This design comes from an exercise in tuning for small area on the open sky130 flow, not from production work.
The RTL was checked by simulation tests, not by an equivalence proof against the original design.
Power and IR drop assume default switching activity.

[config.mk]
export PLATFORM = sky130hd
export DESIGN_NAME = adsb_encoder
export DESIGN_NICKNAME = adsb_encoder
export VERILOG_FILES = /design/flow/design.v
export SDC_FILE = /design/flow/constraint.sdc
export NUM_CORES = 4
export LEC_CHECK = 0
export CAP_MARGIN = 20
export CORE_MARGIN = 2
export CORE_UTILIZATION = 30
export PLACE_DENSITY = 0.5
export SLEW_MARGIN = 20
[constraint.sdc]
create_clock -name core_clock -period 34.0 [get_ports {clk}]
set_input_delay 6.8000 -clock core_clock [delete_from_list [all_inputs] [get_ports {clk}]]
set_output_delay 6.8000 -clock core_clock [all_outputs]
set_load 0.01 [all_outputs]
[design.v]
module adsb_nl (
    input  wire [5:0] k,
    input  wire [4:0] i,
    output wire       t
);
    wire [31:0] thr =
        (k == 6'd1) ? 32'hFFFFFFFF :
        (k == 6'd2) ? 32'd1037950429 :
        (k == 6'd3) ? 32'd1032407177 :
        (k == 6'd4) ? 32'd1023101966 :
        (k == 6'd5) ? 32'd1012796976 :
        (k == 6'd6) ? 32'd1002060437 :
        (k == 6'd7) ? 32'd991087498 :
        (k == 6'd8) ? 32'd979963238 :
        (k == 6'd9) ? 32'd968730034 :
        (k == 6'd10) ? 32'd957410632 :
        (k == 6'd11) ? 32'd946017636 :
        (k == 6'd12) ? 32'd934557930 :
        (k == 6'd13) ? 32'd923034936 :
        (k == 6'd14) ? 32'd911449850 :
        (k == 6'd15) ? 32'd899802360 :
        (k == 6'd16) ? 32'd888091077 :
        (k == 6'd17) ? 32'd876313802 :
        (k == 6'd18) ? 32'd864467698 :
        (k == 6'd19) ? 32'd852549394 :
        (k == 6'd20) ? 32'd840555054 :
        (k == 6'd21) ? 32'd828480416 :
        (k == 6'd22) ? 32'd816320814 :
        (k == 6'd23) ? 32'd804071180 :
        (k == 6'd24) ? 32'd791726040 :
        (k == 6'd25) ? 32'd779279499 :
        (k == 6'd26) ? 32'd766725216 :
        (k == 6'd27) ? 32'd754056370 :
        (k == 6'd28) ? 32'd741265620 :
        (k == 6'd29) ? 32'd728345060 :
        (k == 6'd30) ? 32'd715286153 :
        (k == 6'd31) ? 32'd702079665 :
        (k == 6'd32) ? 32'd688715585 :
        (k == 6'd33) ? 32'd675183027 :
        (k == 6'd34) ? 32'd661470113 :
        (k == 6'd35) ? 32'd647563848 :
        (k == 6'd36) ? 32'd633449950 :
        (k == 6'd37) ? 32'd619112672 :
        (k == 6'd38) ? 32'd604534562 :
        (k == 6'd39) ? 32'd589696198 :
        (k == 6'd40) ? 32'd574575848 :
        (k == 6'd41) ? 32'd559149056 :
        (k == 6'd42) ? 32'd543388133 :
        (k == 6'd43) ? 32'd527261513 :
        (k == 6'd44) ? 32'd510732935 :
        (k == 6'd45) ? 32'd493760396 :
        (k == 6'd46) ? 32'd476294774 :
        (k == 6'd47) ? 32'd458278008 :
        (k == 6'd48) ? 32'd439640620 :
        (k == 6'd49) ? 32'd420298293 :
        (k == 6'd50) ? 32'd400147003 :
        (k == 6'd51) ? 32'd379055882 :
        (k == 6'd52) ? 32'd356856387 :
        (k == 6'd53) ? 32'd333325099 :
        (k == 6'd54) ? 32'd308154920 :
        (k == 6'd55) ? 32'd280903326 :
        (k == 6'd56) ? 32'd250890454 :
        (k == 6'd57) ? 32'd216970575 :
        (k == 6'd58) ? 32'd176907011 :
        (k == 6'd59) ? 32'd124917588 :
        32'd0;
    assign t = thr[i];
endmodule
module adsb_cpr (
    input  wire       clk,
    input  wire       active,
    input  wire       hold,
    input  wire       x,
    input  wire [5:0] m,
    input  wire       rnd,
    input  wire       sub_en,
    output wire       p,
    output wire       q
);
    reg  [5:0] acc;
    reg        bw;
    wire [6:0] s  = {1'b0, acc} + (x ? {1'b0, m} : 7'd0) + {6'd0, rnd};
    wire       xs = x & sub_en;
    assign p = s[0];
    assign q = p ^ xs ^ bw;
    wire   bw_n = (~p & xs) | (~p & bw) | (xs & bw);
    always @(posedge clk) begin
        if (~hold) begin
            acc <= active ? s[6:1] : 6'd0;
            bw  <= active & bw_n;
        end
    end
endmodule
module adsb_encoder (
    input  wire         clk,
    input  wire         rst,
    input  wire         in_valid,
    output wire         in_ready,
    input  wire [1:0]   op,
    input  wire [23:0]  icao,
    input  wire [2:0]   ca,
    input  wire [4:0]   tc,
    input  wire [1:0]   ss,
    input  wire         nicsb,
    input  wire         tbit,
    input  wire         surface,
    input  wire [31:0]  alt,       
    input  wire [31:0]  lat,       
    input  wire [31:0]  lon,       
    input  wire [63:0]  name,      
    input  wire [87:0]  msg,       
    output wire         out_valid,
    input  wire         out_ready,
    output wire [111:0] frame_e,   
    output wire [111:0] frame_o,
    output wire [7:0]   diag,
    output wire [23:0]  crc,
    output wire         err
);
    localparam [1:0] S_IDLE = 2'd0, S_RUN = 2'd1, S_DONE = 2'd2;
    localparam [2:0] P_SAR = 3'd0, P_ALT = 3'd1, P_XZ = 3'd2, P_YZ = 3'd3,
                     P_CRCO = 3'd4, P_XFER = 3'd5, P_CRCE = 3'd6;
    localparam [7:0]  CRC_LAST = 8'd124;         
    localparam [23:0] G1   = 24'hFFFA04;         
    localparam [23:0] CINJ = 24'h2BCE14;         
    reg [1:0]   state;
    reg [2:0]   phase;
    reg [7:0]   step;
    reg [1:0]   op_r;
    wire [5:0]  C    = CO[13:8];   
    wire [4:0]  A    = CO[18:14];  
    wire        sgn  = CO[19];     
    wire        surf = CO[20];     
    wire        st   = CO[21];     
    wire        nbw  = CO[22];     
    reg [106:24] E;
    reg [57:24]  O;
    reg [23:0]   CE, CO;
    assign in_ready = (state == S_IDLE);
    wire accept = in_valid & in_ready;
    wire run = (state == S_RUN);
    wire pS = run & (phase == P_SAR);
    wire pA = run & (phase == P_ALT);
    wire pX = run & (phase == P_XZ);
    wire pY = run & (phase == P_YZ);
    wire pCo = run & (phase == P_CRCO);
    wire pXf = run & (phase == P_XFER);
    wire pCe = run & (phase == P_CRCE);
    wire pC  = pCo | pCe;
    wire is_op0 = (op_r == 2'd0);
    function ge(input [7:0] v, input [7:0] k);
        integer b;
        reg r;
        begin
            r = 1'b1;
            for (b = 0; b < 8; b = b + 1)
                r = k[b] ? (v[b] & r) : (v[b] | r);
            ge = r;
        end
    endfunction
    wire s_le16 = ~ge(step, 8'd17);
    wire s_le33 = ~ge(step, 8'd34);
    wire s_le82 = ~ge(step, 8'd83);
    wire s_le87 = ~ge(step, 8'd88);
    wire [1:0] f_hi = step[3:2] - 2'd1;
    wire [3:0] f = {f_hi, step[1:0]};
    wire in_alt = ge(step, 8'd36) & ~ge(step, 8'd48);
    wire nstep  = pA & in_alt & (step != 8'd40) & (step != 8'd42);
    wire e_rot = pA | pX | pY | (pC & s_le82);
    wire o_rot = ((pS | pY | pCo) & s_le33) | (pX & ~ge(step, 8'd68))
               | (pA & ge(step, 8'd36) & ~ge(step, 8'd72) & (step != 8'd40) & (step != 8'd42))
               | (pCe & (op_r == 2'd2) & ~s_le82 & s_le87);
    wire aux_rot = pS | (pY & (surf ? ge(step, 8'd6) : ge(step, 8'd2)) & s_le33);
    wire clr     = (pY & ~s_le33) | pXf;
    wire wr = is_op0 & (nstep | (pX & s_le16) | (pY & ge(step, 8'd17) & s_le33));
    wire mact = (pA & ge(step, 8'd68)) | (pA & in_alt) | (pX & s_le16) | (pY & ge(step, 8'd2) & s_le33);
    wire kl4  = (pA & ~ge(step, 8'd72)) | (pY & ~ge(step, 8'd6));
    wire xraw = pY ? CE[0] : (surf ? E[35] : E[39]);
    wire xm   = (pA & in_alt) ? u_bit : xraw & ~(surf & kl4);
    wire rnd  = (pA & ((step == 8'd82) | (step == 8'd39) | (step == 8'd43))) | (pY & (step == 8'd16));
    wire [5:0] mm = pY ? 6'd60 : (pA & in_alt) ? 6'd41 : C;
    wire sub_en = pY | (C != 6'd1);
    wire mp, mq;
    adsb_cpr u_cpr (.clk(clk), .active(mact), .hold(pA & ((step == 8'd40) | (step == 8'd42))), .x(xm), .m(mm), .rnd(rnd),
                    .sub_en(sub_en), .p(mp), .q(mq));
    wire [4:0] bi = step[4:0];
    wire thr_bit;
    adsb_nl u_nl (.k(C), .i(bi), .t(thr_bit));
    wire a_bit = CE[0] ^ sgn;              
    wire st_p  = (bi == 5'd0) ? ~sgn : st;  
    wire st_n  = (a_bit ^ thr_bit) ? thr_bit : st_p;
    wire acc_ok = st_n & ~(&C[5:2]);       
    wire [4:0] a_p  = (step == 8'd0) ? 5'd0 : A;
    wire [5:0] a_h6 = {1'b0, a_p} + (a_p[0] ? 6'd25 : 6'd0);
    wire [4:0] a_h  = a_h6[5:1];
    wire [5:0] a_sum = {1'b0, a_h} + (O[24] ? ((bi == 5'd31) ? 6'd2 : 6'd23) : 6'd0);
    wire [5:0] a_red = (a_sum >= 6'd25) ? a_sum - 6'd25 : a_sum;
    wire r_bit = (f == 4'd0) ? A[0] : (f == 4'd1) ? A[1] : (f == 4'd2) ? A[2] :
                 (f == 4'd3) ? A[3] : (f == 4'd5) ? A[4] : 1'b0;
    wire first = (f == 4'd0);
    wire nbw_p = ~first & nbw;
    wire u_bit = O[24] ^ r_bit ^ nbw_p;
    wire nbw_n = (~O[24] & (r_bit | nbw_p)) | (r_bit & nbw_p);
    wire df   = (step == 8'd83) | (step == 8'd87);
    wire b_e  = s_le82 ? E[24] : s_le87 ? ((op_r == 2'd2) ? O[24] : df) : 1'b0;
    wire b_o  = s_le33 ? O[24] : (step == 8'd34) ? 1'b1 : s_le82 ? E[24] : s_le87 ? df : 1'b0;
    wire b_in = pCo ? b_o : b_e;
    wire [23:0] ce_l = {1'b0, CE[23:1]} ^ (CE[0] ? G1 : 24'd0) ^ (b_in ? CINJ : 24'd0);
    wire [47:0] raw_chars;
    wire [33:0] ld_o_id;
    genvar gi;
    generate
        for (gi = 0; gi < 8; gi = gi + 1) begin : g_chr
            assign raw_chars[6*gi +: 6] = name[8*gi +: 6];
        end
    endgenerate
    assign ld_o_id = {1'b0, 1'b0, name[46], name[47], 1'b0, 1'b0, 1'b0, 1'b0, name[38], name[39], 1'b0, 1'b0, 1'b0, 1'b0, name[30], name[31], 1'b0, 1'b0, 1'b0, 1'b0, name[22], name[23], 1'b0, 1'b0, name[62], name[63], name[14], name[15], 1'b0, 1'b0, name[54], name[55], name[6], name[7]};
    wire [5:0] cw = E[29:24];
    wire c_letter = ~O[24] & O[25] & (cw[4:0] != 5'd0) & (cw[4:0] <= 5'd26);
    wire c_digit  = ~O[24] & ~O[25] & cw[5] & cw[4] & (cw[3:0] <= 4'd9);
    wire c_valid  = c_letter | c_digit;
    wire c_bad    = ~(c_valid | ({O[24], O[25], cw} == 8'h5F));
    reg  [2:0] m6;           
    wire c_b0 = (m6 == 3'd0);
    wire c_b5 = (m6 == 3'd5);
    wire c_code = c_b5 ? ~nbw : (E[24] & (c_b0 ? c_valid : st));   
    wire wrc = (op_r == 2'd1) & pX & ~ge(step, 8'd48);
    wire [82:0] ld_pos = {ca, icao, tc, ss, nicsb,
                          raw_chars[47:43], 1'b0, raw_chars[41], 1'b1, raw_chars[39:36],
                          tbit, 1'b0, raw_chars[33:32], lon};
    wire [82:0] ld_id  = {ca, icao, 8'b00001000, raw_chars};
    wire s_msg = accept & op[1];
    wire s_id  = accept & ~op[1] & op[0];
    wire s_pos = accept & ~op[1] & ~op[0];
    wire s_keep = ~accept;
    wire [82:0] e_ring = {wr ? mp : wrc ? c_code : E[24], E[106:25]};
    wire [82:0] e_next = ({83{s_msg}} & msg[82:0]) | ({83{s_id}} & ld_id)
                       | ({83{s_pos}} & ld_pos) | ({83{s_keep}} & e_ring);
    localparam [33:0] O_ID  = 34'b00_0011000011000011000011001111001111;
    localparam [33:0] O_MSG = 34'b00_0000000000000000000000000000011111;
    localparam [33:0] O_ALT = ~(O_ID | O_MSG);
    wire [33:0] o_ring = {(wr & ~pA) ? mq : (wrc & c_b0) ? c_bad : O[24], O[57:25]};
    wire [33:0] o_next = ({34{accept}} & O_ALT & {2'b00, alt})
                       | ({34{s_pos}} & ~O_ALT & {2'b00, alt})
                       | ({34{s_id}} & ld_o_id)
                       | ({34{s_msg}} & {29'd0, msg[87:83]})
                       | ({34{s_keep}} & o_ring);
    wire last = pS ? (step == 8'd191) : pC ? (step == CRC_LAST) : pXf ? (step == 8'd23) : (step == 8'd82);
    always @(posedge clk) begin
        if (rst) begin
            state <= S_IDLE;
        end else begin
            case (state)
                S_IDLE: if (in_valid) state <= (op == 2'd3) ? S_DONE : S_RUN;
                S_RUN:  if (pCe & last) state <= S_DONE;
                default: if (out_ready) state <= S_IDLE;
            endcase
        end
    end
    always @(posedge clk) begin
        if (accept) begin
            phase <= P_SAR;
            step  <= 8'd0;
        end else if (run) begin
            if (last) begin
                phase <= phase + 3'd1;
                step  <= 8'd0;
            end else begin
                step <= step + 8'd1;
            end
        end
    end
    always @(posedge clk) begin
        if (accept)
            op_r <= op;
        m6 <= (pX & ~c_b5) ? m6 + 3'd1 : 3'd0;
    end
    integer j;
    always @(posedge clk) begin
        if (accept | e_rot)
            E <= e_next;
        if (accept | o_rot)
            O <= o_next;
        if (accept) begin
            CE <= lat[23:0];
            CO[7:0] <= lat[31:24];
        end else if (pC) begin
            CE <= ce_l;
        end else if (aux_rot) begin
            CE <= {CO[0], CE[23:1]};
            CO[7:0] <= {CE[0], CO[7:1]};
        end else if (clr) begin
            CE <= {1'b0, CE[23:1]};
        end
        if (pXf) begin
            CO <= {CE[0], CO[23:1]};
        end else begin
            if (accept) begin
                CO[13:8] <= 6'b100000;
                CO[19]   <= lat[31];
                CO[20]   <= surface;
            end
            if (pS) begin
                CO[21] <= st_n;
                if (bi == 5'd31)
                    for (j = 0; j < 6; j = j + 1)
                        if (step[7:5] == 5 - j) CO[8 + j] <= acc_ok;           
                        else if (step[7:5] == 4 - j) CO[8 + j] <= 1'b1;   
            end
            if (pS & (step[7:5] == 3'd0))
                CO[18:14] <= a_red[4:0];
            if (pX & c_b0) begin
                CO[21] <= c_valid;
                CO[22] <= c_letter;
            end
            if (nstep)
                CO[22] <= nbw_n;
        end
    end
    assign out_valid = (state == S_DONE);
    assign frame_e   = {5'b10001, E, CE};
    assign frame_o   = {5'b10001, E[106:59], 1'b1, O, CO};
    assign crc       = CE;
    assign diag      = {O[24], O[30], O[36], O[42], O[48], O[54], O[26], O[32]};
    assign err       = (op_r == 2'd3);
endmodule
[flow/run.sh]
#!/bin/bash
# The standard layout (standard.sh) with three changes to how it is made:
#  - Yosys maps the logic with flow/abc_map.script, an area-oriented ABC
#    script, in place of ORFS's delay-oriented abc_speed.script (a copy of
#    ORFS's scripts folder with only that file replaced); the synthesis is
#    otherwise ORFS's, as synth_recipe.tcl runs it;
#  - buffer_ports buffers every input and output port with
#    sky130_fd_sc_hd__buf_1, the smallest buffer;
#  - clock tree synthesis clusters up to 17 registers per leaf buffer
#    (sky130_fd_sc_hd__clkbuf_8) and adds no dummy loads.
# Each tool's output stays in ORFS's own logs; standard.sh's output goes to
# standard.log.
set -e
rm -rf scripts_area
cp -r "$FLOW_HOME/scripts" scripts_area
cp flow/abc_map.script scripts_area/abc_speed.script
export SCRIPTS_DIR="$PWD/scripts_area"
export BUFFER_PORTS_ARGS="-buffer_cell sky130_fd_sc_hd__buf_1"
export CTS_ARGS="-sink_clustering_enable -repair_clock_nets -sink_clustering_size 17 -sink_clustering_max_diameter 70 -buf_list sky130_fd_sc_hd__clkbuf_8 -dont_use_dummy_load"
bash standard.sh > standard.log 2>&1
[flow/abc_map.script]
&get -n
&st
&dch
&nf -R 1000
&st
&dch
&nf -R 1000
&st
&dch
&nf -R 1000
&put
dnsize -c
[standard.sh]
#!/bin/bash
# synth_recipe.tcl (not shown) runs the flow's synth.tcl, then flattens the netlist and writes it again
# the make line also repeats each setting of config.mk as NAME=value (left out here)
make -C /OpenROAD-flow-scripts/flow DESIGN_CONFIG=/design/flow/config.mk WORK_HOME=/design/flow/orfs CLKGATE_MAP_FILE= SYNTH_SCRIPT=/design/flow/synth_recipe.tcl "${@:-finish}"
==> summary.md, run 1 <==
| Metric | Value |
|---|---|
| Outcome | `timing/DRC/antenna clean` |
| Reg2reg end | `CO[13]$_DFF_P_` |
| Fin. Hold Viols | `0` |
| Hold path depth | `1` |
| Total power | `1.22 mW` |
| Fmax | `roughly 0.11 GHz` |
| Final Max Tran Viols | `0` |
| Fin cells | `2594` |
| Post-synth EDFFs | `about 170` |
| CTS root buffer | `clkbuf_8` |
| Ranking of synthesized cells by area | `edfxtp_1 39%, nand2_1 11%, buf_4 5.5%, a222oi_1 5.3%, nor2_1 4.9%` |
| CTS clk-pin slew, worst paths | `around 0.080 ns` |
| Clk pwr share | `roughly a tenth` |
| Total GRT Usage | `38.5%` |
| Synth top area share | `between 30% and 40%` |
| Final clock skew | `~0.035 ns` |
| Final instance area | `approximately 16000 um2` |
| Clock tree sinks | `between 150 and 200` |
| Core area | `~43000 um2` |
| Flop2flop setup slack | `28.28 ns` |
| WHS | `about 0.49 ns` |
| Min-delay src | `m6[0]$_SDFF_PN0_` |
| Share of layout cells above drive strength 1 | `around 3.0%` |
| Max Cap Violations | `0` |
| Yosys warnings | `2` |
| Slew @ Worst Pin | `~1.3 ns` |
| Switch share | `approximately 48%` |
| Number of port buffers | `between 500 and 600` |
| Crit path arrival time | `a little under 10 ns` |
| Setup_tns | `0 ns` |
| Worst hold path type | `register to register` |
| CTS tree | `built` |
| I/O pin count | `550` |
| CP required | `about 34 ns` |
| Vias after detailed routing | `around 15000` |
| Die area | `about 45000 um2` |
| Area Overhead vs Synth | `20.3%` |
| Crit path launch type | `input pin` |
| Row count | `76` |
| Clock buffer count from CTS | `17` |
| Routed WL per cell | `about 34 um` |
| Die X | `between 200 and 250 um` |
| Vias per cell | `between 5 and 6` |
| Largest area contributor in the netlist | `edfxtp_1` |
| PostCTS Resize Cnt | `0` |
| H-tree levels | `4` |
| Fin nets | `about 2400` |
| Setup-failing EPs final | `0` |
| Register share of total power | `a little over two fifths` |
| Switching pwr | `0.579 mW` |
| Avg Inst Size Synth | `between 8 and 9 um2` |
| Placed cell area | `roughly 15000 um2` |
| Main synth FF type | `edfxtp_1` |
| VDD IR max | `~0.000046 V` |
| Final HPWL DP | `around 70000 um` |
| Initial Utilization | `between 30% and 40%` |
| Max transition margin | `13.1%` |
| Final min period | `~9.5 ns` |
| PD cells | `roughly 78 nW/um2` |
| Maximum number of pins on one net before global-route repair | `between 70 and 80` |
| Int Power | `about 0.64 mW` |
| Initial DRC count | `roughly 2400` |
| Fill cells | `about 4700` |
| First drt pass iteration count | `9` |
| Fin crit share | `roughly 28%` |
| Leakage | `about 5.7 nW` |
| Most common library cells after synthesis | `377 x nand2_1, 168 x edfxtp_1, 167 x nor2_1` |
| Routed WL | `roughly 88000 um` |
| Synth cell types | `57` |
| Clock tree buffer depth | `2` |
| Post-synthesis async set-or-reset flop share | `0%` |
| Share of the core filled with cells | `36.3%` |
| First-pass GRT wire length | `117000 um` |
| Placement Setup Slack | `23.97 ns` |
| Clock latency (worst-skew pair) | `around 0.53 ns` |
| CTS Hold Bufs | `0` |
| Register area | `about 5500 um2` |
| Hold EP | `m6[0]$_SDFF_PN0_` |
| Post-synthesis sequential area ratio | `a little over two fifths` |
| Residual DRC | `0` |
| Most frequent cell after synthesis | `nand2_1` |
| Placed Cells | `roughly 2600` |
| Multi-input logic area | `around 6600 um2` |
| Logic pwr share | `a little under half` |
| Remaining antenna violation count | `0` |
| R2R Path Start | `CO[9]$_DFF_P_` |
| Yosys reg bits | `190` |
| Worst-path maximum fanout | `51` |
| RSZ-0062 raised after global routing | `no` |
| Cells on worst reg2reg path | `15` |
| CP endpoint kind | `register` |
| Number of global-route vias before repair | `around 15000` |
| Initial antenna violation count | `34` |
| Die height | `~210 um` |
| Setup WS post-layout | `roughly 24 ns` |
| Global placement routability congestion | `about 1.1` |
| Crit path kind | `input pin to register` |
| Synth Instances | `1523` |
| Global route overflow | `0` |
| Cell Area, Synth | `~13000 um2` |
| # Post-CTS Setup Buffers | `0` |
==> power groups by stage <==
stage / combinational (mW) / sequential, mW / clock [mW]
2_1_floorplan: 0.361 / 0.512 / 0
3_3_place_gp: 0.568 / 0.515 / 0
3_5_place_dp: 0.572 / 0.513 / 0
4_1_cts: 0.574 / 0.511 / 0.126
5_1_grt: 0.629 / 0.520 / 0.132
6_report: 0.577 / 0.514 / 0.124
==> kinds of logic after synthesis <==
kind of cell	synth area share [%]
compound gates	17.7
xor+xnor	1.97
simple gates	27.1
fa+ha+maj	3.49
flops	42.5
other cells	0.0581
buf+inv	7.20
==> layer usage <==
layer	wire length, um	vias up	part of all wire, %	track usage (%)
met4	9090	4	10	36.6
met3	6110	248	6.9	6.76
met2	42300	939	48	63.1
met1	30700	7582	35	42.3
li1	-	6610	-	-
met5	27	-	0.031	0
==> layout make-up <==
cell class                 instances  share of cell area, %
antenna                           22                  0.354
inverter                          58                   1.40
timing repair buffer             572                   14.6
sequential                       190                   35.3
clock buffer                      17                   1.51
multi-input combinational       1189                   42.4
tap                              546                   4.40
==> worst max-delay path, cell delays in order <==
cell and delay, ns:
buf_1 0.35, nand2_4 0.42, nor2_4 0.87, and2_2 1.02, a222oi_1 0.23, nand2_1 0.13
==> state kept, by name, summed over array words and instances (netlist names) <==
register	count
E	83
O	34
CE	24
CO	24
step	8
u_cpr.acc	6
m6	3
phase	3
op_r	2
state	2
u_cpr.bw	1
==> layout by cell type, fill, tap and decap left out, types with 22 or more instances in the layout <==
| cell | count |
|---|---|
| buf_1 | 538 |
| nand2_1 | 376 |
| edfxtp_1 | 168 |
| nor2_1 | 166 |
| a21oi_1 | 70 |
| a222oi_1 | 68 |
| o21ai_0 | 62 |
| clkinv_1 | 57 |
| nor3_1 | 53 |
| nand3_1 | 45 |
| nor4_1 | 34 |
| a22oi_1 | 33 |
| buf_4 | 33 |
| nand4_1 | 29 |
| ha_1 | 28 |
| diode_2 | 22 |
| dfxtp_1 | 22 |
==> worst max-delay path by stage <==
stage | start | end | slack [ns] | cells after the start
CTS | in_valid | E[27]$_DFFE_PP_ | 24.50 | 6
detailed placement | in_valid | E[27]$_DFFE_PP_ | 23.97 | 6
global placement | in_valid | E[27]$_DFFE_PP_ | 24.02 | 6
global route | in_valid | E[27]$_DFFE_PP_ | 24.36 | 6
floorplan | in_valid | E[100]$_DFFE_PP_ | 18.55 | 4
finish | in_valid | E[27]$_DFFE_PP_ | 24.49 | 6
==> run 2, diff against run 1 <==
--- a/config.mk
+++ b/config.mk
@@ -6,7 +6,8 @@
 export NUM_CORES = 4
 export LEC_CHECK = 0
-export CAP_MARGIN = 20
+export CAP_MARGIN = 10
 export CORE_MARGIN = 2
 export CORE_UTILIZATION = 30
+export GPL_TIMING_DRIVEN = 0
 export PLACE_DENSITY = 0.5
-export SLEW_MARGIN = 20
+export SLEW_MARGIN = 10
==> summary.md, run 2 <==
| Metric | Value |
|---|---|
| Outcome | `timing/DRC/antenna clean` |
| Min-delay src | `m6[0]$_SDFF_PN0_` |
| Crit path kind | `input pin to register` |
| # Post-CTS Setup Buffers | `0` |
| Met2 wire length | `~42000 um` |
| Met1 Routed Length | `~31000 um` |
| Final Max Tran Viols | `0` |
| Row count | `76` |
| Number of global-route vias before repair | `roughly 15000` |
| Fmax | `approximately 0.10 GHz` |
| Area Overhead vs Synth | `26.6%` |
| Post-synthesis sequential area ratio | `a little over two fifths` |
| Fin. Hold Viols | `0` |
| Die area | `approximately 45000 um2` |
| Post-synth EDFFs | `168` |
| Die X | `between 200 and 250 um` |
| Final HPWL DP | `~73000 um` |
| Crit path launch type | `input pin` |
| CTS tree | `built` |
| Post-synthesis async set-or-reset flop share | `0%` |
| Main synth FF type | `edfxtp_1` |
| PD cells | `between 70 and 80 nW/um2` |
| Max FFs per register | `between 80 and 90` |
| Core area | `roughly 43000 um2` |
| Hold path depth | `1` |
| Residual DRC | `0` |
| Largest area contributor in the netlist | `edfxtp_1` |
| Hold EP | `m6[0]$_SDFF_PN0_` |
| Reg2reg end | `CO[13]$_DFF_P_` |
| Avg Inst Size Synth | `around 8.5 um2` |
| Flop2flop setup slack | `around 28 ns` |
| Clock tree buffer depth | `2` |
| Synth cell types | `57` |
| Yosys warnings | `2` |
| Yosys reg bits | `190` |
| Clock latency (worst-skew pair) | `about 0.57 ns` |
| Vias after detailed routing | `about 16000` |
| CTS root buffer | `clkbuf_8` |
| First drt pass iteration count | `9` |
| Initial antenna violation count | `30` |
| Metal3 WL | `between 5000 and 6000 um` |
| Ranking of synthesized cells by area | `edfxtp_1 39%, nand2_1 11%, buf_4 5.5%, a222oi_1 5.3%, nor2_1 4.9%` |
| Synth top area share | `39.0%` |
| Maximum number of pins on one net before global-route repair | `69` |
| CP endpoint kind | `register` |
| RSZ-0062 raised after global routing | `no` |
| Max Cap Violations | `0` |
| Most frequent cell after synthesis | `nand2_1` |
| Synth Instances | `about 1500` |
| Slew @ Worst Pin | `about 1.2 ns` |
| Fin nets | `~2400` |
| Setup_tns | `0 ns` |
| Global route overflow | `0` |
| H-tree levels | `4` |
| Total GRT Usage | `between 30% and 40%` |
| Final clock skew | `between 0.04 and 0.05 ns` |
| Number of port buffers | `approximately 540` |
| Setup-failing EPs final | `0` |
| Most common cell after layout, fill and taps aside | `buf_1` |
| Leakage | `between 6 and 7 nW` |
| Regs by FF count | `E (83), O (34)` |
| Most flop-heavy register | `E` |
| Worst-path maximum fanout | `about 70` |
| Most frequent cells in the layout | `538 x buf_1, 376 x nand2_1, 168 x edfxtp_1` |
| Share of layout cells above drive strength 1 | `6.83%` |
| Remaining antenna violation count | `0` |
| CTS Hold Bufs | `0` |
| Clock tree sinks | `190` |
| Crit path arrival time | `approximately 10 ns` |
| Total power | `1.30 mW` |
| Fin crit share | `approximately 29%` |
| I/O pin count | `550` |
| Global placement routability congestion | `between 1 and 1.5` |
| Routed WL | `between 80000 and 90000 um` |
| Die height | `212 um` |
| CTS clk-pin slew, worst paths | `about 0.12 ns` |
| Vias per cell | `a little under 6` |
| Max transition margin | `17.4%` |
| Clock buffer count from CTS | `17` |
| PostCTS Resize Cnt | `0` |
| VDD IR max | `0.0000444 V` |
| First-pass GRT wire length | `~120000 um` |
| Cell Area, Synth | `12900 um2` |
| Final min period | `9.79 ns` |
| Initial Utilization | `a little under a third` |
| CP required | `between 30 and 40 ns` |
| Crit. Startpoint | `in_valid` |
| Cells on worst reg2reg path | `15` |
| Worst hold path type | `register to register` |
| R2R Path Start | `CO[8]$_DFF_P_` |
| Most common library cells after synthesis | `377 x nand2_1, 168 x edfxtp_1, 167 x nor2_1` |
| Initial DRC count | `2168` |
| Top layer in use | `met4` |
| Routed WL per cell | `~33 um` |
## run 2: cell counts after synthesis
Identical to the previous run, type by type.
## run 2: worst max path at each step
stage	end	slack (ns)	cells past startpoint
2_1_floorplan	E[100]$_DFFE_PP_	18.55	4
3_3_place_gp	E[82]$_DFFE_PP_	12.25	5
3_5_place_dp	CO[7]$_DFFE_PP_	23.57	9
4_1_cts	CO[7]$_DFFE_PP_	24.20	9
5_1_grt	CO[7]$_DFFE_PP_	24.08	9
6_report	CO[7]$_DFFE_PP_	24.21	9
## run 2: cell families after synthesis
logic type | synth area share (%)
AOI/OAI and AO/OA | 17.7
adders and majority gates | 3.49
DFF | 42.5
xor gates and xnor gates | 1.97
other | 0.0581
buffers and inverters | 7.20
and+or+nand+nor | 27.1
## run 2: layout make-up
| class | instances | area [um2] |
|---|---|---|
| diodes | 22 | 55.1 |
| plain buffers | 95 | 713 |
| clock buffers | 17 | 234 |
| fillers | 4687 | 26400 |
| inverters | 58 | 219 |
| multi-input cells | 1189 | 6620 |
| flip-flops and latches | 190 | 5490 |
| well taps | 546 | 683 |
| repair buffers | 558 | 2350 |
## run 2: per-stage QoR
stage	instance area, um2	hold slack, ns	std cells	setup WS (ns)	util [%]
6_report	16400	0.490	2675	24.21	38.2
5_1_grt	16300	0.531	2673	24.08	38.2
4_1_cts	16300	0.492	2653	24.20	38.1
3_5_place_dp	16100	0.470	2636	23.57	37.5
3_3_place_gp	15700	0.452	2616	12.25	36.6
2_1_floorplan	13000	0.437	1532	18.55	-
## run 2: power breakdown
| part | leakage [nW] | total, mW | internal, mW | switching, mW |
|---|---|---|---|---|
| Clock | 0.122 | 0.127 | 0.0442 | 0.0825 |
| Sequential | 1.83 | 0.514 | 0.400 | 0.114 |
| Combinational | 4.20 | 0.658 | 0.255 | 0.403 |
| Total | 6.15 | 1.30 | 0.699 | 0.599 |
## run 2: routing by layer
layer / up-vias / global-route usage [%]
met3: 232 / 7.60
met4: 0 / 37.9
met1: 7730 / 42.1
li1: 6777 / -
met5: - / 0
met2: 887 / 62.9
## run 2: critical path, stage by stage
cell and delay, ns:
buf_1 0.20, nand2_4 0.36, buf_16 0.34, buf_16 0.29, clkinv_2 0.42, buf_12 0.32, nor2_1 0.55, clkinv_1 0.28
o21ai_0 0.44
==> run 3, diff against run 2 <==
--- a/flow/run.sh
+++ b/flow/run.sh
@@ -7,5 +7,5 @@
 #  - buffer_ports buffers every input and output port with
 #    sky130_fd_sc_hd__buf_1, the smallest buffer;
-#  - clock tree synthesis clusters up to 17 registers per leaf buffer
+#  - clock tree synthesis clusters up to 14 registers per leaf buffer
 #    (sky130_fd_sc_hd__clkbuf_8) and adds no dummy loads.
 # Each tool's output stays in ORFS's own logs; standard.sh's output goes to
@@ -17,4 +17,4 @@
 export SCRIPTS_DIR="$PWD/scripts_area"
 export BUFFER_PORTS_ARGS="-buffer_cell sky130_fd_sc_hd__buf_1"
-export CTS_ARGS="-sink_clustering_enable -repair_clock_nets -sink_clustering_size 17 -sink_clustering_max_diameter 70 -buf_list sky130_fd_sc_hd__clkbuf_8 -dont_use_dummy_load"
+export CTS_ARGS="-sink_clustering_enable -repair_clock_nets -sink_clustering_size 14 -sink_clustering_max_diameter 60 -buf_list sky130_fd_sc_hd__clkbuf_8 -dont_use_dummy_load"
 bash standard.sh > standard.log 2>&1
--- a/config.mk
+++ b/config.mk
@@ -6,8 +6,7 @@
 export NUM_CORES = 4
 export LEC_CHECK = 0
-export CAP_MARGIN = 10
+export CAP_MARGIN = 20
 export CORE_MARGIN = 2
 export CORE_UTILIZATION = 30
-export GPL_TIMING_DRIVEN = 0
 export PLACE_DENSITY = 0.5
-export SLEW_MARGIN = 10
+export SLEW_MARGIN = 20
==> summary.md, run 3 <==
| Metric | Value |
|---|---|
| CTS clk-pin slew, worst paths | `approximately 0.080 ns` |
| Final HPWL DP | `~72000 um` |
| Initial Utilization | `between 30% and 40%` |
| # Post-CTS Setup Buffers | `0` |
| Synth top area share | `around two fifths` |
| Post-synth EDFFs | `168` |
| Residual DRC | `0` |
| Core area | `between 40000 and 50000 um2` |
| Global placement routability congestion | `about 1.1` |
| Vias after detailed routing | `15400` |
| CTS root buffer | `clkbuf_8` |
| PostCTS Resize Cnt | `0` |
| Share of layout cells above drive strength 1 | `approximately 3.0%` |
| Main synth FF type | `edfxtp_1` |
| Row count | `76` |
| RSZ-0062 raised after global routing | `no` |
| Max Cap Violations | `0` |
| Synth Area in Adders | `between 3 and 4%` |
| Total GRT Usage | `between 30% and 40%` |
| Max FFs per register | `slightly above 80` |
| CP required | `34.37 ns` |
| Clock latency (worst-skew pair) | `around 0.53 ns` |
| Xor-xnor portion of the synthesized cell area | `just under 2%` |
| Crit path kind | `input pin to register` |
| H-tree levels | `4` |
| Most common library cells after synthesis | `377 x nand2_1, 168 x edfxtp_1, 167 x nor2_1` |
| Initial DRC count | `around 2400` |
| Clock buffer count from CTS | `17` |
| Number of global-route vias before repair | `14600` |
| Post-Synth Simple-Gate Area | `27.1%` |
| Routed WL | `~90000 um` |
| Die height | `between 200 and 250 um` |
| Largest area contributor in the netlist | `edfxtp_1` |
| Switching pwr | `slightly below 0.6 mW` |
| Routed WL per cell | `around 34 um` |
| Ranking of synthesized cells by area | `edfxtp_1 39%, nand2_1 11%, buf_4 5.5%, a222oi_1 5.3%, nor2_1 4.9%` |
| Cell Area, Synth | `between 10000 and 15000 um2` |
| Most frequent cells in the layout | `538 x buf_1, 376 x nand2_1, 168 x edfxtp_1` |
| Max transition margin | `between 10% and 20%` |
| Global route overflow | `0` |
| Leakage | `5.69 nW` |
| Die X | `between 200 and 250 um` |
| CTS tree | `built` |
| Outcome | `timing/DRC/antenna clean` |
| Avg Inst Size Synth | `around 8.5 um2` |
| Switch share | `47.6%` |
| First-pass GRT wire length | `roughly 120000 um` |
| CP endpoint kind | `register` |
| Fin crit share | `between 20% and 30%` |
| Fmax | `about 0.11 GHz` |
| Regs by FF count | `E (83), O (34)` |
| Logic pwr share | `between 40% and 50%` |
| Initial antenna violation count | `34` |
| CTS Hold Bufs | `0` |
| Maximum number of pins on one net before global-route repair | `slightly below 80` |
| Final Max Tran Viols | `0` |
| Post-synthesis mux area share | `0%` |
| Final clock skew | `~0.035 ns` |
| I/O pin count | `550` |
| Synth Area in Compound Gates | `~18%` |
| Setup_tns | `0 ns` |
| Most common cell after layout, fill and taps aside | `buf_1` |
| Slew @ Worst Pin | `1.27 ns` |
| Area Overhead vs Synth | `20.3%` |
| Clock tree buffer depth | `2` |
| VDD IR max | `roughly 0.000046 V` |
| Remaining antenna violation count | `0` |
| Int Power | `between 0.6 and 0.7 mW` |
| Yosys reg bits | `190` |
| Register share of total power | `42.3%` |
| Synth Instances | `~1500` |
| Largest family of logic cells by synthesized area | `simple AND/OR/NAND/NOR gates` |
| First drt pass iteration count | `9` |
| Most frequent cell after synthesis | `nand2_1` |
| Crit path arrival time | `between 9 and 10 ns` |
| Fin nets | `2352` |
| Clock tree sinks | `190` |
| Worst hold path type | `register to register` |
| Vias per cell | `a little under 6` |
| Post-synthesis sequential area ratio | `between 40% and 50%` |
| Post-synthesis async set-or-reset flop share | `0%` |
| Synth cell types | `between 50 and 60` |
| Die area | `between 40000 and 50000 um2` |
| PD cells | `78.2 nW/um2` |
| Clk pwr share | `roughly a tenth` |
| Crit path launch type | `input pin` |
| Fin. Hold Viols | `0` |
| Setup-failing EPs final | `0` |
| Most flop-heavy register | `E` |
| Final min period | `9.51 ns` |
| Yosys warnings | `2` |
| Number of port buffers | `roughly 540` |
| Worst-path maximum fanout | `~50` |
| WHS | `between 0.4 and 0.5 ns` |
run 3: power groups by stage:
stage	logic [mW]	registers (mW)	clock network (mW)
6_report	0.577	0.514	0.124
2_1_floorplan	0.361	0.512	0
3_5_place_dp	0.572	0.513	0
5_1_grt	0.629	0.520	0.132
4_1_cts	0.574	0.511	0.126
3_3_place_gp	0.568	0.515	0
run 3: path summary, 6_finish.rpt:
path	start	to	slack, ns	cells after the start
worst max register to register	CO[9]$_DFF_P_	CO[13]$_DFF_P_	28.28	15
worst min-delay path	m6[0]$_SDFF_PN0_	m6[0]$_SDFF_PN0_	0.49	1
worst max-delay path	in_valid	E[27]$_DFFE_PP_	24.49	6
worst min register to register	m6[0]$_SDFF_PN0_	m6[0]$_SDFF_PN0_	0.49	1
run 3: kinds of logic after synthesis:
family          after synthesis
xor+xnor                     29
simple gates                792
flops                       190
other cells                   2
buf+inv                     153
fa+ha+maj                    33
compound gates              324
run 3: final cells by class:
type                       instances  area, um2
antenna                           22       55.1
clock buffer                      17        234
fill                            4703      27200
inverter                          58        218
multi-input combinational       1189       6600
sequential                       190       5490
tap                              546        683
timing repair buffer             572       2270
run 3: layer usage:
metal / vias to the layer above / wire length, um / global-route usage, %
li1: 6610 / - / -
met1: 7582 / 30700 / 42.3
met2: 939 / 42300 / 63.1
met3: 248 / 6110 / 6.76
met4: 4 / 9090 / 36.6
met5: - / 27 / 0
run 3: stage by stage:
| stage | power, mW | area, um2 | utilization [%] | std cells | setup slack [ns] |
|---|---|---|---|---|---|
| after floorplan | 0.874 | 13000 | - | 1532 | 18.55 |
| after global placement | 1.08 | 15200 | 35.6 | 2554 | 24.02 |
| after detailed placement | 1.08 | 15200 | 35.6 | 2554 | 23.97 |
| after CTS | 1.21 | 15500 | 36.2 | 2571 | 24.50 |
| after global routing | 1.28 | 15500 | 36.3 | 2592 | 24.36 |
| final | 1.22 | 15500 | 36.3 | 2594 | 24.49 |
run 3: critical path, cell delays in order:
cell	delay, ns
buf_1	0.35
nand2_4	0.42
nor2_4	0.87
and2_2	1.02
a222oi_1	0.23
nand2_1	0.13
==> run 4, diff against run 3 <==
--- a/flow/run.sh
+++ b/flow/run.sh
@@ -7,6 +7,6 @@
 #  - buffer_ports buffers every input and output port with
 #    sky130_fd_sc_hd__buf_1, the smallest buffer;
-#  - clock tree synthesis clusters up to 14 registers per leaf buffer
-#    (sky130_fd_sc_hd__clkbuf_8) and adds no dummy loads.
+#  - clock tree synthesis clusters up to 8 registers per leaf buffer
+#    (sky130_fd_sc_hd__clkbuf_4 or _8) and adds no dummy loads.
 # Each tool's output stays in ORFS's own logs; standard.sh's output goes to
 # standard.log.
@@ -17,4 +17,4 @@
 export SCRIPTS_DIR="$PWD/scripts_area"
 export BUFFER_PORTS_ARGS="-buffer_cell sky130_fd_sc_hd__buf_1"
-export CTS_ARGS="-sink_clustering_enable -repair_clock_nets -sink_clustering_size 14 -sink_clustering_max_diameter 60 -buf_list sky130_fd_sc_hd__clkbuf_8 -dont_use_dummy_load"
+export CTS_ARGS="-sink_clustering_enable -repair_clock_nets -sink_clustering_size 8 -sink_clustering_max_diameter 40 -buf_list {sky130_fd_sc_hd__clkbuf_4 sky130_fd_sc_hd__clkbuf_8} -dont_use_dummy_load"
 bash standard.sh > standard.log 2>&1
==> summary.md, run 4 <==
| Metric | Value |
|---|---|
| Regs by FF count | `E (83), O (34)` |
| RSZ-0062 raised after global routing | `no` |
| Yosys reg bits | `190` |
| Die height | `about 210 um` |
| Final clock skew | `roughly 0.035 ns` |
| PostCTS Resize Cnt | `0` |
| Remaining antenna violation count | `0` |
| Main synth FF type | `edfxtp_1` |
| H-tree levels | `4` |
| Crit path kind | `input pin to register` |
| Largest area contributor in the netlist | `edfxtp_1` |
| Crit path arrival time | `9.88 ns` |
| M3 GR Usage | `6.76%` |
| Maximum number of pins on one net before global-route repair | `79` |
| Most common library cells after synthesis | `377 x nand2_1, 168 x edfxtp_1, 167 x nor2_1` |
| Initial antenna violation count | `34` |
| Setup-failing EPs final | `0` |
| Final instance area | `around 16000 um2` |
| Gr busiest metal | `met2` |
| Most frequent cell after synthesis | `nand2_1` |
| Vias per cell | `5.93` |
| Placed cell area | `approximately 15000 um2` |
| Max transition margin | `13.1%` |
| Crit path launch type | `input pin` |
| Initial DRC count | `about 2400` |
| Initial Utilization | `between 30% and 40%` |
| Fmax | `roughly 0.11 GHz` |
| Most flop-heavy register | `E` |
| Residual DRC | `0` |
| CP max stage delay | `between 1 and 1.5 ns` |
| CP endpoint kind | `register` |
| Row count | `76` |
| Synth top area share | `slightly below 40%` |
| Core area | `about 43000 um2` |
| Worst hold path type | `register to register` |
| CP required | `34.37 ns` |
| Share of layout cells above drive strength 1 | `under 10%` |
| Share of the core filled with cells | `between 30% and 40%` |
| I/O pin count | `550` |
| # Post-CTS Setup Buffers | `0` |
| Setup_tns | `0 ns` |
| Yosys warnings | `2` |
| WHS | `roughly 0.5 ns` |
| Total GRT Usage | `about 39%` |
| Most frequent cells in the layout | `538 x buf_1, 376 x nand2_1, 168 x edfxtp_1` |
| Most common cell after layout, fill and taps aside | `buf_1` |
| Fin. Hold Viols | `0` |
| Synth Instances | `roughly 1500` |
| Post-synthesis sequential area ratio | `42.5%` |
| Post-synth EDFFs | `about 170` |
| Die area | `44700 um2` |
| Fin nets | `between 2000 and 2500` |
| Worst path slowest cell | `and2_2` |
| Clock buffer count from CTS | `17` |
| Max FFs per register | `83` |
| Fin crit share | `28.0%` |
| Clock tree buffer depth | `2` |
| Post-synthesis async set-or-reset flop share | `0%` |
| First-pass GRT wire length | `117000 um` |
| Avg Inst Size Synth | `between 8 and 9 um2` |
| Worst-path maximum fanout | `between 50 and 60` |
| Flop2flop setup slack | `between 20 and 30 ns` |
| CP cell instances | `buf_1, nand2_4, nor2_4, and2_2, a222oi_1, nand2_1` |
| Slew @ Worst Pin | `about 1.3 ns` |
| Routed WL | `around 90000 um` |
| CTS Hold Bufs | `0` |
| Vias after detailed routing | `approximately 15000` |
| Number of global-route vias before repair | `14600` |
| First drt pass iteration count | `9` |
| Met1 Usage GRT | `42.3%` |
| Clock tree sinks | `190` |
| Area Overhead vs Synth | `20.3%` |
| Clock latency (worst-skew pair) | `roughly 0.53 ns` |
| Ranking of synthesized cells by area | `edfxtp_1 39%, nand2_1 11%, buf_4 5.5%, a222oi_1 5.3%, nor2_1 4.9%` |
| Total power | `between 1 and 1.5 mW` |
| Die X | `between 200 and 250 um` |
| Global route overflow | `0` |
| VDD IR max | `between 0.00004 and 0.00005 V` |
| Final Max Tran Viols | `0` |
| Number of port buffers | `between 500 and 600` |
| CTS root buffer | `clkbuf_8` |
| Outcome | `timing/DRC/antenna clean` |
| Cell Area, Synth | `around 13000 um2` |
| Final min period | `around 9.5 ns` |
| Final HPWL DP | `around 72000 um` |
| Leakage | `between 5 and 6 nW` |
| Synth cell types | `57` |
| Routed WL per cell | `34.0 um` |
| PD cells | `just under 80 nW/um2` |
| Routing usage on met2 | `63.1%` |
| Global placement routability congestion | `around 1.1` |
| CTS tree | `built` |
| Max Cap Violations | `0` |
| CTS clk-pin slew, worst paths | `0.08 ns` |
run 4: cell counts in the layout (fill, tap and decap cells not counted):
Identical to the previous run, type by type.
run 4: per-layer routing:
metal | vias up | wire length (um)
met5 | - | 27
met4 | 4 | 9090
met3 | 248 | 6110
met2 | 939 | 42300
met1 | 7582 | 30700
li1 | 6610 | -
run 4: cell families (layout without fill, tap and decap cells):
group	count (synthesis)	in the layout	share of synthesized area, %
DFF	190	190	42.5
adders and majority gates	33	33	3.49
buffers and inverters	153	647	7.20
other	2	33	0.0581
xor gates and xnor gates	29	29	1.97
and+or+nand+nor	792	792	27.1
AOI/OAI and AO/OA	324	324	17.7
run 4: critical path: cells and delay by family:
| kind | cells | cell delay [ns] |
|---|---|---|
| buf+inv | 1 | 0.35 |
| simple gates | 4 | 2.44 |
| compound gates | 1 | 0.23 |
run 4: final cells by class:
type	count	area, um2
timing repair buffer	572	2270
tap	546	683
inverter	58	218
sequential	190	5490
fill	4703	27200
clock buffer	17	234
multi-input combinational	1189	6600
antenna	22	55.1
run 4: power breakdown:
part           switching, mW  internal, mW  leakage, nW  total (mW)
clock network         0.0799        0.0443        0.122       0.124
logic                  0.386         0.192         3.74       0.577
registers              0.113         0.401         1.83       0.514
total                  0.579         0.636         5.69        1.22
run 4: final timing paths:
check,from,to,cells past startpoint
setup / recovery,in_valid,E[27]$_DFFE_PP_,6
hold / removal,m6[0]$_SDFF_PN0_,m6[0]$_SDFF_PN0_,1
setup reg to reg,CO[9]$_DFF_P_,CO[13]$_DFF_P_,15
hold reg to reg,m6[0]$_SDFF_PN0_,m6[0]$_SDFF_PN0_,1
run 4: stage by stage:
stage               instances  setup slack, ns
detailed placement       2554            23.97
floorplan                1532            18.55
global placement         2554            24.02
finish                   2594            24.49
CTS                      2571            24.50
global route             2592            24.36
==> run 5, diff against run 4 <==
--- a/design.v
+++ b/design.v
@@ -70,5 +70,4 @@
     input  wire       clk,
     input  wire       active,
-    input  wire       hold,
     input  wire       x,
     input  wire [5:0] m,
@@ -86,8 +85,6 @@
     wire   bw_n = (~p & xs) | (~p & bw) | (xs & bw);
     always @(posedge clk) begin
-        if (~hold) begin
-            acc <= active ? s[6:1] : 6'd0;
-            bw  <= active & bw_n;
-        end
+        acc <= active ? s[6:1] : 6'd0;
+        bw  <= active & bw_n;
     end
 endmodule
@@ -134,4 +131,5 @@
     wire        st   = CO[21];     
     wire        nbw  = CO[22];     
+    wire [2:0]  m6   = CO[16:14];  
     reg [106:24] E;
     reg [57:24]  O;
@@ -163,24 +161,23 @@
     wire s_le82 = ~ge(step, 8'd83);
     wire s_le87 = ~ge(step, 8'd88);
-    wire [1:0] f_hi = step[3:2] - 2'd1;
-    wire [3:0] f = {f_hi, step[1:0]};
     wire in_alt = ge(step, 8'd36) & ~ge(step, 8'd48);
-    wire nstep  = pA & in_alt & (step != 8'd40) & (step != 8'd42);
+    wire nwr    = pA & in_alt & (step != 8'd40) & (step != 8'd42);
+    wire nrun   = pA & ge(step, 8'd36) & ~ge(step, 8'd46);
     wire e_rot = pA | pX | pY | (pC & s_le82);
     wire o_rot = ((pS | pY | pCo) & s_le33) | (pX & ~ge(step, 8'd68))
-               | (pA & ge(step, 8'd36) & ~ge(step, 8'd72) & (step != 8'd40) & (step != 8'd42))
+               | (pA & ge(step, 8'd36) & ~ge(step, 8'd70))
                | (pCe & (op_r == 2'd2) & ~s_le82 & s_le87);
     wire aux_rot = pS | (pY & (surf ? ge(step, 8'd6) : ge(step, 8'd2)) & s_le33);
     wire clr     = (pY & ~s_le33) | pXf;
-    wire wr = is_op0 & (nstep | (pX & s_le16) | (pY & ge(step, 8'd17) & s_le33));
-    wire mact = (pA & ge(step, 8'd68)) | (pA & in_alt) | (pX & s_le16) | (pY & ge(step, 8'd2) & s_le33);
+    wire wr = is_op0 & (nwr | (pX & s_le16) | (pY & ge(step, 8'd17) & s_le33));
+    wire mact = (pA & ge(step, 8'd68)) | nrun | (pX & s_le16) | (pY & ge(step, 8'd2) & s_le33);
     wire kl4  = (pA & ~ge(step, 8'd72)) | (pY & ~ge(step, 8'd6));
     wire xraw = pY ? CE[0] : (surf ? E[35] : E[39]);
-    wire xm   = (pA & in_alt) ? u_bit : xraw & ~(surf & kl4);
-    wire rnd  = (pA & ((step == 8'd82) | (step == 8'd39) | (step == 8'd43))) | (pY & (step == 8'd16));
-    wire [5:0] mm = pY ? 6'd60 : (pA & in_alt) ? 6'd41 : C;
+    wire xm   = nrun ? u_bit : xraw & ~(surf & kl4);
+    wire rnd  = (pA & ((step == 8'd82) | (step == 8'd39) | (step == 8'd41))) | (pY & (step == 8'd16));
+    wire [5:0] mm = pY ? 6'd60 : nrun ? 6'd41 : C;
     wire sub_en = pY | (C != 6'd1);
     wire mp, mq;
-    adsb_cpr u_cpr (.clk(clk), .active(mact), .hold(pA & ((step == 8'd40) | (step == 8'd42))), .x(xm), .m(mm), .rnd(rnd),
+    adsb_cpr u_cpr (.clk(clk), .active(mact), .x(xm), .m(mm), .rnd(rnd),
                     .sub_en(sub_en), .p(mp), .q(mq));
     wire [4:0] bi = step[4:0];
@@ -196,7 +193,10 @@
     wire [5:0] a_sum = {1'b0, a_h} + (O[24] ? ((bi == 5'd31) ? 6'd2 : 6'd23) : 6'd0);
     wire [5:0] a_red = (a_sum >= 6'd25) ? a_sum - 6'd25 : a_sum;
-    wire r_bit = (f == 4'd0) ? A[0] : (f == 4'd1) ? A[1] : (f == 4'd2) ? A[2] :
-                 (f == 4'd3) ? A[3] : (f == 4'd5) ? A[4] : 1'b0;
-    wire first = (f == 4'd0);
+    wire r_bit = (step[3:0] == 4'd4) ? A[0] : (step[3:0] == 4'd5) ? A[1] :
+                 (step[3:0] == 4'd6) ? A[2] : (step[3:0] == 4'd7) ? A[3] :
+                 (step[3:0] == 4'd8) ? A[4] : 1'b0;
+    wire first = (step[3:0] == 4'd4);
+    reg  n_d1, n_d2;
+    wire n_bit = ~ge(step, 8'd40) ? mp : (step == 8'd41) ? n_d1 : n_d2;
     wire nbw_p = ~first & nbw;
     wire u_bit = O[24] ^ r_bit ^ nbw_p;
@@ -221,5 +221,4 @@
     wire c_valid  = c_letter | c_digit;
     wire c_bad    = ~(c_valid | ({O[24], O[25], cw} == 8'h5F));
-    reg  [2:0] m6;           
     wire c_b0 = (m6 == 3'd0);
     wire c_b5 = (m6 == 3'd5);
@@ -234,9 +233,9 @@
     wire s_pos = accept & ~op[1] & ~op[0];
     wire s_keep = ~accept;
-    wire [82:0] e_ring = {wr ? mp : wrc ? c_code : E[24], E[106:25]};
+    wire [82:0] e_ring = {wr ? (pA ? n_bit : mp) : wrc ? c_code : E[24], E[106:25]};
     wire [82:0] e_next = ({83{s_msg}} & msg[82:0]) | ({83{s_id}} & ld_id)
                        | ({83{s_pos}} & ld_pos) | ({83{s_keep}} & e_ring);
-    localparam [33:0] O_ID  = 34'b00_0011000011000011000011001111001111;
-    localparam [33:0] O_MSG = 34'b00_0000000000000000000000000000011111;
+    localparam [33:0] O_ID  = 34'b0011000011000011000011001111001111;
+    localparam [33:0] O_MSG = 34'b0000000000000000000000000000011111;
     localparam [33:0] O_ALT = ~(O_ID | O_MSG);
     wire [33:0] o_ring = {(wr & ~pA) ? mq : (wrc & c_b0) ? c_bad : O[24], O[57:25]};
@@ -274,5 +273,6 @@
         if (accept)
             op_r <= op;
-        m6 <= (pX & ~c_b5) ? m6 + 3'd1 : 3'd0;
+        n_d1 <= mp;
+        n_d2 <= n_d1;
     end
     integer j;
@@ -314,6 +314,10 @@
                 CO[22] <= c_letter;
             end
-            if (nstep)
+            if (nrun)
                 CO[22] <= nbw_n;
+            if (pX)
+                CO[16:14] <= c_b5 ? 3'd0 : m6 + 3'd1;
+            else if (pA & last)
+                CO[16:14] <= 3'd0;
         end
     end
--- a/flow/run.sh
+++ b/flow/run.sh
@@ -7,6 +7,6 @@
 #  - buffer_ports buffers every input and output port with
 #    sky130_fd_sc_hd__buf_1, the smallest buffer;
-#  - clock tree synthesis clusters up to 8 registers per leaf buffer
-#    (sky130_fd_sc_hd__clkbuf_4 or _8) and adds no dummy loads.
+#  - clock tree synthesis clusters up to 14 registers per leaf buffer
+#    (sky130_fd_sc_hd__clkbuf_8) and adds no dummy loads.
 # Each tool's output stays in ORFS's own logs; standard.sh's output goes to
 # standard.log.
@@ -17,4 +17,4 @@
 export SCRIPTS_DIR="$PWD/scripts_area"
 export BUFFER_PORTS_ARGS="-buffer_cell sky130_fd_sc_hd__buf_1"
-export CTS_ARGS="-sink_clustering_enable -repair_clock_nets -sink_clustering_size 8 -sink_clustering_max_diameter 40 -buf_list {sky130_fd_sc_hd__clkbuf_4 sky130_fd_sc_hd__clkbuf_8} -dont_use_dummy_load"
+export CTS_ARGS="-sink_clustering_enable -repair_clock_nets -sink_clustering_size 14 -sink_clustering_max_diameter 60 -buf_list sky130_fd_sc_hd__clkbuf_8 -dont_use_dummy_load"
 bash standard.sh > standard.log 2>&1
==> summary.md, run 5 <==
| Metric | Value |
|---|---|
| Synth top area share | `37.5%` |
| Worst path slowest cell | `buf_6` |
| Fmax | `roughly 0.11 GHz` |
| Post-synthesis async set-or-reset flop share | `0%` |
| Xor-xnor portion of the synthesized cell area | `under 10%` |
| Post-Synth Simple-Gate Area | `26.4%` |
| Main synth FF type | `edfxtp_1` |
| Die area | `around 45000 um2` |
| Global route overflow | `0` |
| Max Cap Violations | `0` |
| Final min period | `roughly 9.4 ns` |
| Routed WL per cell | `33.2 um` |
| Clk pwr share | `between 10% and 20%` |
| First drt pass iteration count | `11` |
| CP max stage delay | `between 0.6 and 0.7 ns` |
| Die X | `211 um` |
| Global placement routability congestion | `1.01` |
| Clock tree buffer depth | `2` |
| First-pass GRT wire length | `roughly 120000 um` |
| Fin. Hold Viols | `0` |
| Switching pwr | `roughly 0.49 mW` |
| Crit path arrival time | `~9.6 ns` |
| Most frequent cell after synthesis | `nand2_1` |
| Fin crit share | `between 20% and 30%` |
| Total GRT Usage | `between 30 and 40%` |
| Most flop-heavy register | `E` |
| PostCTS Resize Cnt | `0` |
| Most common cell after layout, fill and taps aside | `buf_1` |
| Cell Area, Synth | `between 10000 and 15000 um2` |
| Crit path launch type | `input pin` |
| Row count | `between 70 and 80` |
| CP cell instances | `buf_1, nand2_4, buf_4, inv_2, buf_4, or4_4, buf_6` |
| Vias per cell | `around 6` |
| Maximum number of pins on one net before global-route repair | `between 80 and 90` |
| Die height | `approximately 210 um` |
| Yosys warnings | `2` |
| RSZ-0062 raised after global routing | `no` |
| Area Overhead vs Synth | `20.1%` |
| Logic pwr share | `approximately 47%` |
| Regs by FF count | `E (83), O (34)` |
| Int Power | `0.583 mW` |
| Clock buffer count from CTS | `17` |
| Register share of total power | `a little over two fifths` |
| Post-synthesis mux area share | `0.233%` |
| CP required | `~34 ns` |
| Flop2flop setup slack | `between 20 and 30 ns` |
| Max FFs per register | `83` |
| H-tree levels | `4` |
| Final Max Tran Viols | `0` |
| CP endpoint kind | `register` |
| Initial Utilization | `30.6%` |
| Share of layout cells above drive strength 1 | `under 10%` |
| Most common library cells after synthesis | `373 x nand2_1, 161 x edfxtp_1, 150 x nor2_1` |
| Most frequent cells in the layout | `538 x buf_1, 372 x nand2_1, 161 x edfxtp_1` |
| Post-synthesis sequential area ratio | `41.9%` |
| Largest area contributor in the netlist | `edfxtp_1` |
| CTS tree | `built` |
| Yosys reg bits | `~190` |
| Setup-failing EPs final | `0` |
| Synth Area in Compound Gates | `18.7%` |
| Outcome | `timing/DRC/antenna clean` |
| Clock tree sinks | `about 190` |
| Setup_tns | `0 ns` |
| Number of port buffers | `538` |
| I/O pin count | `550` |
| Synth Area in Adders | `about 3.2%` |
| Fin nets | `approximately 2300` |
| Slew @ Worst Pin | `about 1.1 ns` |
| Share of the core filled with cells | `between 30% and 40%` |
| PD cells | `about 69 nW/um2` |
| Critical path's most frequent cell | `buf_4` |
| CTS root buffer | `clkbuf_8` |
| Max transition margin | `approximately 25%` |
| Vias after detailed routing | `15500` |
| Number of global-route vias before repair | `~14000` |
| Core area | `approximately 42000 um2` |
| Worst hold path type | `register to register` |
| Fill cells | `4613` |
| Routed WL | `around 86000 um` |
| Worst-path maximum fanout | `83` |
| Synth Instances | `between 1500 and 2000` |
| Avg Inst Size Synth | `roughly 8.5 um2` |
| Remaining antenna violation count | `0` |
| Leakage | `5.73 nW` |
| Crit path kind | `input pin to register` |
| VDD IR max | `about 0.000045 V` |
| Post-synth EDFFs | `around 160` |
| Final HPWL DP | `~69000 um` |
| Initial DRC count | `about 2300` |
| Synth cell types | `56` |
| Final clock skew | `0.0390 ns` |
| CTS clk-pin slew, worst paths | `roughly 0.08 ns` |
| Initial antenna violation count | `38` |
| Residual DRC | `0` |
| CTS Hold Bufs | `0` |
| # Post-CTS Setup Buffers | `0` |
| Clock latency (worst-skew pair) | `0.56 ns` |
| Largest family of logic cells by synthesized area | `simple AND/OR/NAND/NOR gates` |
| Switch share | `a little under half` |
| Ranking of synthesized cells by area | `edfxtp_1 38%, nand2_1 11%, a222oi_1 6.0%, buf_4 5.5%, nor2_1 4.4%` |
run 5: cell count changes after synthesis, moves of 7 or more:
| cell | change |
|---|---|
| a222oi_1 | +9 |
| edfxtp_1 | -7 |
| nor4_1 | -13 |
| o211ai_1 | +8 |
| o21ai_0 | -7 |
| a21oi_1 | -10 |
| clkinv_1 | +9 |
| nand4_1 | +8 |
| nor2_1 | -17 |
run 5: cell type report:
class / instances / area [um2] / share of cell area, %
Antenna cell: 24 / 60.1 / 0.388
Clock buffer: 17 / 234 / 1.51
Inverter: 67 / 251 / 1.63
Multi-Input combinational cell: 1173 / 6600 / 42.7
Sequential cell: 189 / 5400 / 34.9
Tap cell: 539 / 674 / 4.36
Timing Repair Buffer: 569 / 2260 / 14.6
run 5: worst max-delay path, delay by kind of cell:
kind	cells	cell delay [ns]
buf+inv	5	2.11
simple gates	2	0.57
run 5: path summary, 6_finish.rpt:
kind	endpoint	cells after the start	from
min	n_d2$_DFF_P_	0	n_d1$_DFF_P_
max reg2reg	CO[10]$_DFF_P_	16	CO[13]$_DFF_P_
min reg2reg	n_d2$_DFF_P_	0	n_d1$_DFF_P_
max	E[50]$_DFFE_PP_	7	in_valid
run 5: per-layer routing:
metal | GRT usage [%] | part of all wire [%]
met4 | 26.2 | 7.1
met2 | 57.0 | 45
met3 | 7.64 | 8.8
met1 | 47.9 | 39
met5 | 0 | 0.030
run 5: cell families (layout without fill, tap and decap cells):
kind of cell    after synthesis  in the layout
xor+xnor                     29             29
mux                           3              3
buf+inv                     162            653
flops                       189            189
other cells                   2             35
fa+ha+maj                    30             30
compound gates              331            331
simple gates                769            769
run 5: power by group through the flow:
| stage | logic, mW | registers [mW] | clock network [mW] |
|---|---|---|---|
| after floorplan | 0.320 | 0.450 | 0 |
| after global placement | 0.490 | 0.449 | 0 |
| after detailed placement | 0.494 | 0.448 | 0 |
| after CTS | 0.496 | 0.445 | 0.131 |
| after global routing | 0.546 | 0.453 | 0.136 |
| final | 0.500 | 0.447 | 0.127 |
run 5: stage by stage:
step / hold WS, ns / instances / total power, mW / cell area [um2] / setup WS (ns)
4_1_cts: 0.357 / 2554 / 1.07 / 15400 / 24.39
3_3_place_gp: 0.339 / 2537 / 0.939 / 15200 / 23.86
6_report: 0.358 / 2578 / 1.07 / 15500 / 24.56
3_5_place_dp: 0.342 / 2537 / 0.942 / 15200 / 23.81
5_1_grt: 0.359 / 2573 / 1.13 / 15500 / 24.46
2_1_floorplan: 0.330 / 1524 / 0.770 / 12900 / 20.30
==> run 6, diff against run 5 <==
--- a/flow/run.sh
+++ b/flow/run.sh
@@ -1,8 +1,10 @@
 #!/bin/bash
-# The standard layout (standard.sh) with three changes to how it is made:
+# The standard layout (standard.sh) with four changes to how it is made:
 #  - Yosys maps the logic with flow/abc_map.script, an area-oriented ABC
 #    script, in place of ORFS's delay-oriented abc_speed.script (a copy of
 #    ORFS's scripts folder with only that file replaced); the synthesis is
 #    otherwise ORFS's, as synth_recipe.tcl runs it;
+#  - ADDER_MAP_FILE is empty, so Yosys leaves adders to ABC instead of
+#    extracting full and half adder cells first;
 #  - buffer_ports buffers every input and output port with
 #    sky130_fd_sc_hd__buf_1, the smallest buffer;
@@ -16,4 +18,5 @@
 cp flow/abc_map.script scripts_area/abc_speed.script
 export SCRIPTS_DIR="$PWD/scripts_area"
+export ADDER_MAP_FILE=
 export BUFFER_PORTS_ARGS="-buffer_cell sky130_fd_sc_hd__buf_1"
 export CTS_ARGS="-sink_clustering_enable -repair_clock_nets -sink_clustering_size 14 -sink_clustering_max_diameter 60 -buf_list sky130_fd_sc_hd__clkbuf_8 -dont_use_dummy_load"
--- a/config.mk
+++ b/config.mk
@@ -6,7 +6,7 @@
 export NUM_CORES = 4
 export LEC_CHECK = 0
-export CAP_MARGIN = 20
+export CAP_MARGIN = 0
 export CORE_MARGIN = 2
 export CORE_UTILIZATION = 30
 export PLACE_DENSITY = 0.5
-export SLEW_MARGIN = 20
+export SLEW_MARGIN = 0
==> summary.md, run 6 <==
| Metric | Value |
|---|---|
| Setup_tns | `0 ns` |
| Cells on worst reg2reg path | `17` |
| Fin. Hold Viols | `0` |
| Vias after detailed routing | `between 15000 and 20000` |
| CP required | `~34 ns` |
| Most flop-heavy register | `E` |
| Most frequent cells in the layout | `538 x buf_1, 357 x nand2_1, 176 x nor2_1` |
| Worst hold path type | `register to register` |
| WHS | `around 0.35 ns` |
| Total power | `1.04 mW` |
| Synth cell types | `54` |
| Initial Utilization | `30.2%` |
| Leakage | `5.33 nW` |
| Maximum number of pins on one net before global-route repair | `99` |
| Clock buffer count from CTS | `17` |
| Fin crit share | `a little under a third` |
| Area Overhead vs Synth | `20.3%` |
| Synth Instances | `~1500` |
| Routed WL | `between 70000 and 80000 um` |
| VDD IR max | `approximately 0.000037 V` |
| Synth top area share | `between 30% and 40%` |
| Vias per cell | `5.91` |
| Remaining antenna violation count | `0` |
| Outcome | `timing/DRC/antenna clean` |
| RSZ-0062 raised after global routing | `no` |
| Regs by FF count | `E (83), O (34)` |
| Share of layout cells above drive strength 1 | `under 10%` |
| Total GRT Usage | `between 30% and 40%` |
| Hold path depth | `0` |
| Global placement routability congestion | `about 1.1` |
| Number of global-route vias before repair | `approximately 14000` |
| Crit path arrival time | `10.46 ns` |
| Worst-path maximum fanout | `98` |
| I/O pin count | `550` |
| Die X | `209 um` |
| Clock tree sinks | `between 150 and 200` |
| Post-synthesis async set-or-reset flop share | `0%` |
| Fin cells | `2553` |
| Placement Setup Slack | `about 23 ns` |
| Clock latency (worst-skew pair) | `approximately 0.52 ns` |
| Most common library cells after synthesis | `358 x nand2_1, 177 x nor2_1, 161 x edfxtp_1` |
| CTS clk-pin slew, worst paths | `0.09 ns` |
| Fmax | `0.0966 GHz` |
| Fin nets | `~2300` |
| CTS root buffer | `clkbuf_8` |
| First-pass GRT wire length | `between 100000 and 150000 um` |
| Yosys warnings | `2` |
| Most frequent cell after synthesis | `nand2_1` |
| Max transition margin | `between 20% and 30%` |
| Max Cap Violations | `0` |
| Setup-failing EPs final | `0` |
| Residual DRC | `0` |
| Most common cell after layout, fill and taps aside | `buf_1` |
| Core area | `around 42000 um2` |
| Final min period | `between 10 and 15 ns` |
| CP endpoint kind | `register` |
| Final Max Tran Viols | `0` |
| Final HPWL DP | `around 60000 um` |
| Routed WL per cell | `approximately 30 um` |
| Crit path launch type | `input pin` |
| Row count | `between 70 and 80` |
| Multi-input logic area | `between 6000 and 7000 um2` |
| Largest area contributor in the netlist | `edfxtp_1` |
| H-tree levels | `4` |
| Crit path kind | `input pin to register` |
| Fill cells | `~4700` |
| Initial DRC count | `about 2300` |
| CTS tree | `built` |
| First drt pass iteration count | `13` |
| Post-synthesis sequential area ratio | `a little over two fifths` |
| PD cells | `between 60 and 70 nW/um2` |
[run 6: cell count changes in the layout (fill, tap and decap cells not counted), moves of 9 or more]
cell / previous run / this run
nor2_1: 148 / 176
ha_1: 25 / 0
clkinv_1: 66 / 48
nand2_1: 372 / 357
diode_2: 24 / 10
o21ai_0: 58 / 71
nor4_1: 21 / 33
and2_0: 17 / 8
[run 6: worst paths after layout]
kind                        from               end  slack, ns
setup / recovery        in_valid  CE[17]$_DFFE_PP_      23.65
hold / removal      n_d1$_DFF_P_      n_d2$_DFF_P_       0.35
setup reg to reg  CO[10]$_DFF_P_     CO[8]$_DFF_P_      28.46
hold reg to reg     n_d1$_DFF_P_      n_d2$_DFF_P_       0.35
[run 6: cells by family after synthesis]
group           Yosys count  share of synthesized area [%]
flops                   189                           42.9
fa+ha+maj                 2                          0.159
simple gates            785                           27.7
compound gates          343                           19.4
other cells               2                         0.0597
xor+xnor                 38                           2.64
buf+inv                 144                           7.13
[run 6: layout make-up]
| cell class | count | area share (%) |
|---|---|---|
| tap | 539 | 4.45 |
| antenna | 10 | 0.165 |
| inverter | 49 | 1.21 |
| timing repair buffer | 570 | 14.9 |
| multi-input combinational | 1179 | 42.1 |
| sequential | 189 | 35.6 |
| clock buffer | 17 | 1.55 |
[run 6: routing by layer]
| layer | GRT usage [%] | share of wire [%] | vias up |
|---|---|---|---|
| li1 | - | - | 6573 |
| met1 | 45.2 | 41 | 7340 |
| met2 | 53.7 | 46 | 1010 |
| met3 | 6.43 | 8.8 | 173 |
| met4 | 13.6 | 4.4 | 2 |
| met5 | 0 | 0.016 | - |
[run 6: critical path: stages]
cell,delay (ns)
buf_1,0.13
nand2_4,0.55
buf_4,0.92
inv_2,0.03
buf_4,0.34
nor2_1,0.36
nand3_1,0.41
a211o_1,0.79
[run 6: stage by stage]
stage	cell area [um2]	utilization, %
2_1_floorplan	12600	-
4_1_cts	15100	36.3
3_3_place_gp	14900	35.7
5_1_grt	15100	36.3
6_report	15100	36.3
3_5_place_dp	14900	35.7
[run 6: power breakdown]
part / internal [mW] / switching, mW / leakage [nW] / total, mW
clock network: 0.0443 / 0.0796 / 0.122 / 0.124
logic: 0.152 / 0.295 / 3.42 / 0.446
registers: 0.367 / 0.0990 / 1.79 / 0.466
